From an optimization exercise on the open Yosys and OpenROAD flow, aimed at small area; shortcuts taken in it are not production practice. RTL that was checked went through simulation tests only; none was proved equivalent to the original. The flow treats the clock pin as an ideal source. Dropping or thinning the clock tree relies on that and would not hold on a real chip. Power figures rest on the tool's default switching activity, not on a simulated workload.

==> v20 <==
==> flow/design.v <==
module kfcu (
    input  wire        clk,
    input  wire        rst,
    input  wire        cmd_valid,
    input  wire [3:0]  cmd_op,
    input  wire [15:0] cmd_arg,
    output wire        cmd_ready,
    output wire        rsp_valid,
    output wire [1:0]  rsp_err,
    output wire [15:0] rsp_data
);
    localparam [6:0] CK_OFS  = 7'h25;
    localparam [2:0] K_STAT = 3'b000;    
    localparam [2:0] K_CK   = 3'b001;    
    localparam [2:0] K_ILL  = 3'b010;    
    localparam [2:0] K_ENC  = 3'b011;    
    localparam [2:0] K_RNG  = 3'b100;    
    localparam [2:0] K_OVR  = 3'b110;    
    localparam [2:0] K_DEC  = 3'b111;    
    reg [6:0] ak;        
    reg [6:0] pos;
    reg [7:0] stored;
    reg [8:0] cd;        
    reg [2:0] kind;
    reg       rvalid;
    wire svalid  = |pos;
    wire pos_end = pos[6] & pos[5] & pos[2] & pos[1] & pos[0];
    wire z_hi    = ~|cmd_arg[15:8];
    wire z_all   = z_hi & ~|cmd_arg[7:0];
    reg       ok;
    reg [2:0] kind_n;
    always @(*) begin
        case (cmd_op)
            4'h0, 4'h5,
            4'h8, 4'h9: ok = z_all;
            4'h1:       ok = ~|cmd_arg[15:9];
            4'h2:       ok = ~|cmd_arg[15:10] & ~cmd_arg[7];
            4'h3, 4'h4: ok = ~|cmd_arg[15:4];
            4'h6, 4'h7: ok = z_hi;
            default:    ok = 1'b0;
        endcase
        if (cmd_op[3] & (cmd_op[2] | cmd_op[1]))
            kind_n = K_ILL;
        else if (!ok)
            kind_n = K_RNG;
        else if (cmd_op == 4'h7 && pos_end)
            kind_n = K_OVR;
        else if (cmd_op == 4'h9)
            kind_n = K_STAT;
        else if (cmd_op[3] | cmd_op[2] & (cmd_op[1] | cmd_op[0]))
            kind_n = K_CK;
        else if (cmd_op[1])
            kind_n = K_DEC;
        else
            kind_n = K_ENC;
    end
    wire done   = ok & ~(cmd_op == 4'h7 && pos_end);
    wire do_clr = done & (cmd_op == 4'h5);
    wire do_add = done & ((cmd_op == 4'h6) | ((cmd_op == 4'h7) & svalid));
    wire do_inc = done & (cmd_op == 4'h7);
    wire       add_en = cmd_valid & do_add;
    wire       inc_en = cmd_valid & do_inc;
    wire       clr    = rst | (cmd_valid & do_clr);
    wire [6:0] addend = cmd_arg[6:0] & {7{add_en}};
    wire [7:0] ac;
    wire [6:0] ak_sum;
    wire [7:0] pc;
    wire [6:0] pos_inc;
    assign ac[0] = 1'b0;
    assign pc[0] = inc_en;
    genvar i;
    generate
        for (i = 0; i < 7; i = i + 1) begin : g_add
            assign ak_sum[i]  = ak[i] ^ addend[i] ^ ac[i];
            assign ac[i+1]    = (ak[i] & addend[i]) | (ak[i] & ac[i]) | (addend[i] & ac[i]);
            assign pos_inc[i] = pos[i] ^ pc[i];
            assign pc[i+1]    = pos[i] & pc[i];
        end
    endgenerate
    always @(posedge clk) begin
        if (clr) begin
            ak  <= CK_OFS;
            pos <= 7'd0;
        end else begin
            ak  <= ak_sum;
            pos <= pos_inc;
        end
        if (!svalid)
            stored <= cmd_arg[7:0];
        if (cmd_valid)
            cd <= {cmd_arg[8], cmd_arg[7] | cmd_arg[9], cmd_arg[6:0]};
        if (rst)
            kind <= K_STAT;
        else if (cmd_valid)
            kind <= kind_n;
        rvalid <= ~rst & cmd_valid;
    end
    wire sel_st  = (kind == K_STAT);
    wire sel_ck  = (kind == K_CK);
    wire sel_enc = (kind == K_ENC);
    wire sel_dec = (kind == K_DEC);
    wire sel_cd  = kind[1] & kind[0];
    wire st_sv   = sel_st & svalid;
    assign cmd_ready = 1'b1;
    assign rsp_valid = rvalid;
    assign rsp_err   = kind[2:1] & {2{~kind[0]}};
    assign rsp_data  = {{8{st_sv}} & stored, 8'h00}
                     | {6'd0, sel_enc & cd[8], sel_cd & cd[7], sel_dec & cd[8], 7'd0}
                     | {8'd0, st_sv, {7{sel_st}} & pos}
                     | {9'd0, {7{sel_ck}} & ak}
                     | {9'd0, {7{sel_cd}} & cd[6:0]};
endmodule
==> flow/flow/run.sh <==
#!/bin/bash
# Own layout flow: the standard ORFS flow (standard.sh) with
#  - an area-oriented ABC mapping script in synthesis (the rest of the
#    synthesis, and so the registers and their names, is unchanged),
#  - port buffers, and the buffer synthesis puts on the constant output,
#    of the smallest buffer cell (buf_1),
#  - a clock tree of a few clock buffers fed from the clock port, built
#    after CTS in place of its H-tree (the design has 35 registers).
# Each tool run's output goes to its own log file in this folder.
set -euo pipefail
W=$(pwd)
rm -rf "$W/scripts_syn"
cp -r "$FLOW_HOME/scripts" "$W/scripts_syn"
cp "$W/flow/abc.script" "$W/scripts_syn/abc_speed.script"
cat > "$W/own_synth.tcl" <<EOT
set ::env(SCRIPTS_DIR) $W/scripts_syn
set ::env(MIN_BUF_CELL_AND_PORTS) "sky130_fd_sc_hd__buf_1 A X"
source $W/synth_recipe.tcl
EOT
sed "s#SYNTH_SCRIPT=[^ ]*#SYNTH_SCRIPT=$W/own_synth.tcl#" standard.sh > own.sh
grep -q own_synth.tcl own.sh
export BUFFER_PORTS_ARGS="-buffer_cell sky130_fd_sc_hd__buf_1"
export CTS_ARGS="-sink_clustering_enable -repair_clock_nets -dont_use_dummy_load"
export POST_CTS_TCL="$W/flow/clock_buffers.tcl"
export KF_CLKBUF_CELL=${KF_CLKBUF_CELL:-sky130_fd_sc_hd__clkbuf_4}
export KF_CLKBUF_COUNT=${KF_CLKBUF_COUNT:-4}
bash own.sh synth > synth.log 2>&1
bash own.sh floorplan > floorplan.log 2>&1
bash own.sh place > place.log 2>&1
bash own.sh cts > cts.log 2>&1
bash own.sh route > route.log 2>&1
bash own.sh finish > finish.log 2>&1
==> flow/flow/abc.script <==
strash
dch -f
map -a
&get -n
&st
&dch
&nf -R 1000
&put
topo
dnsize
==> flow/flow/clock_buffers.tcl <==
# Replace the clock tree that CTS built with k clock buffers driven straight
# from the clock port, each driving one band of the register clock pins.
proc kf_clock_buffers { cell k } {
  set block [ord::get_db_block]
  set clk [$block findNet clk]
  set sinks {}
  set tree_insts {}
  set tree_nets {}
  set todo [list $clk]
  while { [llength $todo] } {
    set net [lindex $todo 0]
    set todo [lrange $todo 1 end]
    foreach it [$net getITerms] {
      if { [$it isOutputSignal] } { continue }
      set inst [$it getInst]
      set m [[$inst getMaster] getName]
      if { [string match "sky130_fd_sc_hd__clkbuf_*" $m] || [string match "sky130_fd_sc_hd__clkinv*" $m] || [string match "sky130_fd_sc_hd__buf_*" $m] } {
        lappend tree_insts $inst
        foreach o [$inst getITerms] {
          if { [$o isOutputSignal] && [$o getNet] ne "NULL" } {
            lappend tree_nets [$o getNet]
            lappend todo [$o getNet]
          }
        }
      } else {
        lappend sinks $it
      }
    }
  }
  puts "kf_clock_buffers: [llength $sinks] sinks, removing [llength $tree_insts] tree cells"
  set pts {}
  foreach it $sinks {
    set loc [[$it getInst] getLocation]
    lappend pts [list $it [lindex $loc 0] [lindex $loc 1]]
    $it disconnect
  }
  foreach inst $tree_insts { odb::dbInst_destroy $inst }
  foreach net $tree_nets { odb::dbNet_destroy $net }
  # k groups: sort by y into bands, which suits a small square core
  set pts [lsort -integer -index 2 $pts]
  set n [llength $pts]
  set master [[ord::get_db] findMaster $cell]
  for { set g 0 } { $g < $k } { incr g } {
    set lo [expr {($g * $n) / $k}]
    set hi [expr {(($g + 1) * $n) / $k - 1}]
    set grp [lrange $pts $lo $hi]
    set buf [odb::dbInst_create $block $master clkroot_buf_$g]
    set net [odb::dbNet_create $block clkroot_net_$g]
    $net setSigType CLOCK
    [$buf findITerm A] connect $clk
    [$buf findITerm X] connect $net
    set sx 0; set sy 0
    foreach p $grp {
      [lindex $p 0] connect $net
      set sx [expr {$sx + [lindex $p 1]}]
      set sy [expr {$sy + [lindex $p 2]}]
    }
    set m [llength $grp]
    $buf setLocation [expr {$sx / $m}] [expr {$sy / $m}]
    $buf setPlacementStatus PLACED
  }
}

kf_clock_buffers $::env(KF_CLKBUF_CELL) $::env(KF_CLKBUF_COUNT)
detailed_placement
check_placement -verbose
estimate_parasitics -placement
report_clock_skew
report_check_types -max_slew -max_capacitance
==> flow/standard.sh <==
#!/bin/bash
# synth_recipe.tcl (not shown) runs the flow's synth.tcl, then flattens the netlist and writes it again
# the make line also repeats each setting of config.mk as NAME=value (left out here)
make -C /OpenROAD-flow-scripts/flow DESIGN_CONFIG=/design/flow/config.mk WORK_HOME=/design/flow/orfs CLKGATE_MAP_FILE= SYNTH_SCRIPT=/design/flow/synth_recipe.tcl "${@:-finish}"
==> flow/config.mk <==
export PLATFORM = sky130hd
export DESIGN_NAME = kfcu
export DESIGN_NICKNAME = kfcu
export VERILOG_FILES = /design/flow/design.v
export SDC_FILE = /design/flow/constraint.sdc
export NUM_CORES = 4
export LEC_CHECK = 0
export CAP_MARGIN = 20
export CORE_MARGIN = 2
export CORE_UTILIZATION = 40
export PLACE_DENSITY = 0.6
export SLEW_MARGIN = 20
==> flow/constraint.sdc <==
create_clock -name core_clock -period 6.0 [get_ports {clk}]
set_input_delay 1.2000 -clock core_clock [delete_from_list [all_inputs] [get_ports {clk}]]
set_output_delay 1.2000 -clock core_clock [all_outputs]
set_load 0.01 [all_outputs]
==> v19: changes against v20 <==
--- a/flow/design.v
+++ b/flow/design.v
@@ -9,6 +9,7 @@
     output wire [1:0]  rsp_err,
     output wire [15:0] rsp_data
 );
+    localparam [6:0] REC_LEN = 7'd103;
     localparam [6:0] CK_OFS  = 7'h25;
     localparam [2:0] K_STAT = 3'b000;    
     localparam [2:0] K_CK   = 3'b001;    
@@ -24,7 +25,7 @@
     reg [2:0] kind;
     reg       rvalid;
     wire svalid  = |pos;
-    wire pos_end = pos[6] & pos[5] & pos[2] & pos[1] & pos[0];
+    wire pos_end = (pos == REC_LEN);
     wire z_hi    = ~|cmd_arg[15:8];
     wire z_all   = z_hi & ~|cmd_arg[7:0];
     reg       ok;
@@ -58,32 +59,13 @@
     wire do_clr = done & (cmd_op == 4'h5);
     wire do_add = done & ((cmd_op == 4'h6) | ((cmd_op == 4'h7) & svalid));
     wire do_inc = done & (cmd_op == 4'h7);
-    wire       add_en = cmd_valid & do_add;
-    wire       inc_en = cmd_valid & do_inc;
-    wire       clr    = rst | (cmd_valid & do_clr);
-    wire [6:0] addend = cmd_arg[6:0] & {7{add_en}};
-    wire [7:0] ac;
-    wire [6:0] ak_sum;
-    wire [7:0] pc;
-    wire [6:0] pos_inc;
-    assign ac[0] = 1'b0;
-    assign pc[0] = inc_en;
-    genvar i;
-    generate
-        for (i = 0; i < 7; i = i + 1) begin : g_add
-            assign ak_sum[i]  = ak[i] ^ addend[i] ^ ac[i];
-            assign ac[i+1]    = (ak[i] & addend[i]) | (ak[i] & ac[i]) | (addend[i] & ac[i]);
-            assign pos_inc[i] = pos[i] ^ pc[i];
-            assign pc[i+1]    = pos[i] & pc[i];
-        end
-    endgenerate
     always @(posedge clk) begin
-        if (clr) begin
+        if (rst | (cmd_valid & do_clr)) begin
             ak  <= CK_OFS;
             pos <= 7'd0;
-        end else begin
-            ak  <= ak_sum;
-            pos <= pos_inc;
+        end else if (cmd_valid) begin
+            if (do_add) ak <= ak + cmd_arg[6:0];
+            if (do_inc) pos <= pos + 7'd1;
         end
         if (!svalid)
             stored <= cmd_arg[7:0];
==> flow/flow/run.sh (replaced) <==
#!/bin/bash
# Own layout flow: the standard ORFS flow with
#  - an area-oriented ABC mapping script in synthesis (registers unchanged),
#  - port buffers of the smallest buffer cell,
#  - CTS without dummy loads.
set -euo pipefail
W=$(pwd)
# Copy of the ORFS scripts with our ABC script, used only by synthesis.
rm -rf "$W/scripts_syn"
cp -r "$FLOW_HOME/scripts" "$W/scripts_syn"
cp "$W/flow/abc.script" "$W/scripts_syn/abc_speed.script"
cat > "$W/own_synth.tcl" <<EOT
set ::env(SCRIPTS_DIR) $W/scripts_syn
source $W/synth_recipe.tcl
EOT
sed "s#SYNTH_SCRIPT=[^ ]*#SYNTH_SCRIPT=$W/own_synth.tcl#" standard.sh > own.sh
grep -q own_synth.tcl own.sh
export BUFFER_PORTS_ARGS="-buffer_cell sky130_fd_sc_hd__buf_1"
export CTS_ARGS="-sink_clustering_enable -repair_clock_nets -dont_use_dummy_load"
bash own.sh synth > synth.log 2>&1
bash own.sh > layout.log 2>&1
removed: flow/flow/clock_buffers.tcl
==> notes.md <==
metric	v20	v19
Count of inverters not on the clock network in the layout	5	11
Total die area	4742 sq um	5054 sq um
Worst R2R Setup Slack	1.57 ns	3.75 ns
Endpoint arrival time on the critical path	5.56 ns	2.38 ns
Switching part of the total power	0.2106	0.2282
Height of the die	68.86 um	71.09 um
Outcome	timing/DRC/antenna clean	timing/DRC/antenna clean
Layout cell share with drive strength beyond 1	0.03902	0.02597
Share of power burned in registers	0.691	0.584
Destination of the worst hold path	kind[0]	ak[6]
Max Fanout on Critical Path	8	9
Setup WS pre-CTS	0.4370 ns	2.330 ns
Met1 wire length	1.634 mm	1.971 mm
Cell count after synthesis	159	185
Worst hold path startpoint	kind[0]	ak[6]
Total stage count of the critical path	21	5
Static leakage	0.7484 nW	0.7648 nW
The RTL of v19 was laid out without a check of its function. In v20 the design's own scripts or RTL, not TritonCTS, make the clock network.

## port drivers added, routing unchanged
In the flow no input, the clock included, has a driving cell. The finished layouts below were timed again as built, in two steps.
Step 1 (the two cells are an assumption about what drives the block):
set clk [get_ports {clk}]
set_driving_cell -lib_cell sky130_fd_sc_hd__clkbuf_16 $clk
set_driving_cell -lib_cell sky130_fd_sc_hd__buf_2 [delete_from_list [all_inputs] $clk]
Step 2 adds t to the input delays and takes it off the output delays; t is the mean of the earliest and latest rising clock arrival at the registers after step 1. Input paths then give back, and output paths get back, about the clock's delay inside the block.
Three values: ideal, step 1, step 2; two values: the first two.
| run | t, ns | setup slack, ns | worst setup path after step 2 | slew at the worst register clock pin (ns) |
|---|---|---|---|---|
| v20 | 0.190 | 0.500 / 0.516 / 0.326 | input to register | 0.10 / 0.10 |
| v19 | 0.305 | 2.423 / 2.396 / 2.218 | input to register | 0.07 / 0.07 |
After both steps setup and hold are still met in every run listed. The setup slack of v19, which loses most, moves by -0.027 ns with the drivers and by -0.205 ns with both steps.
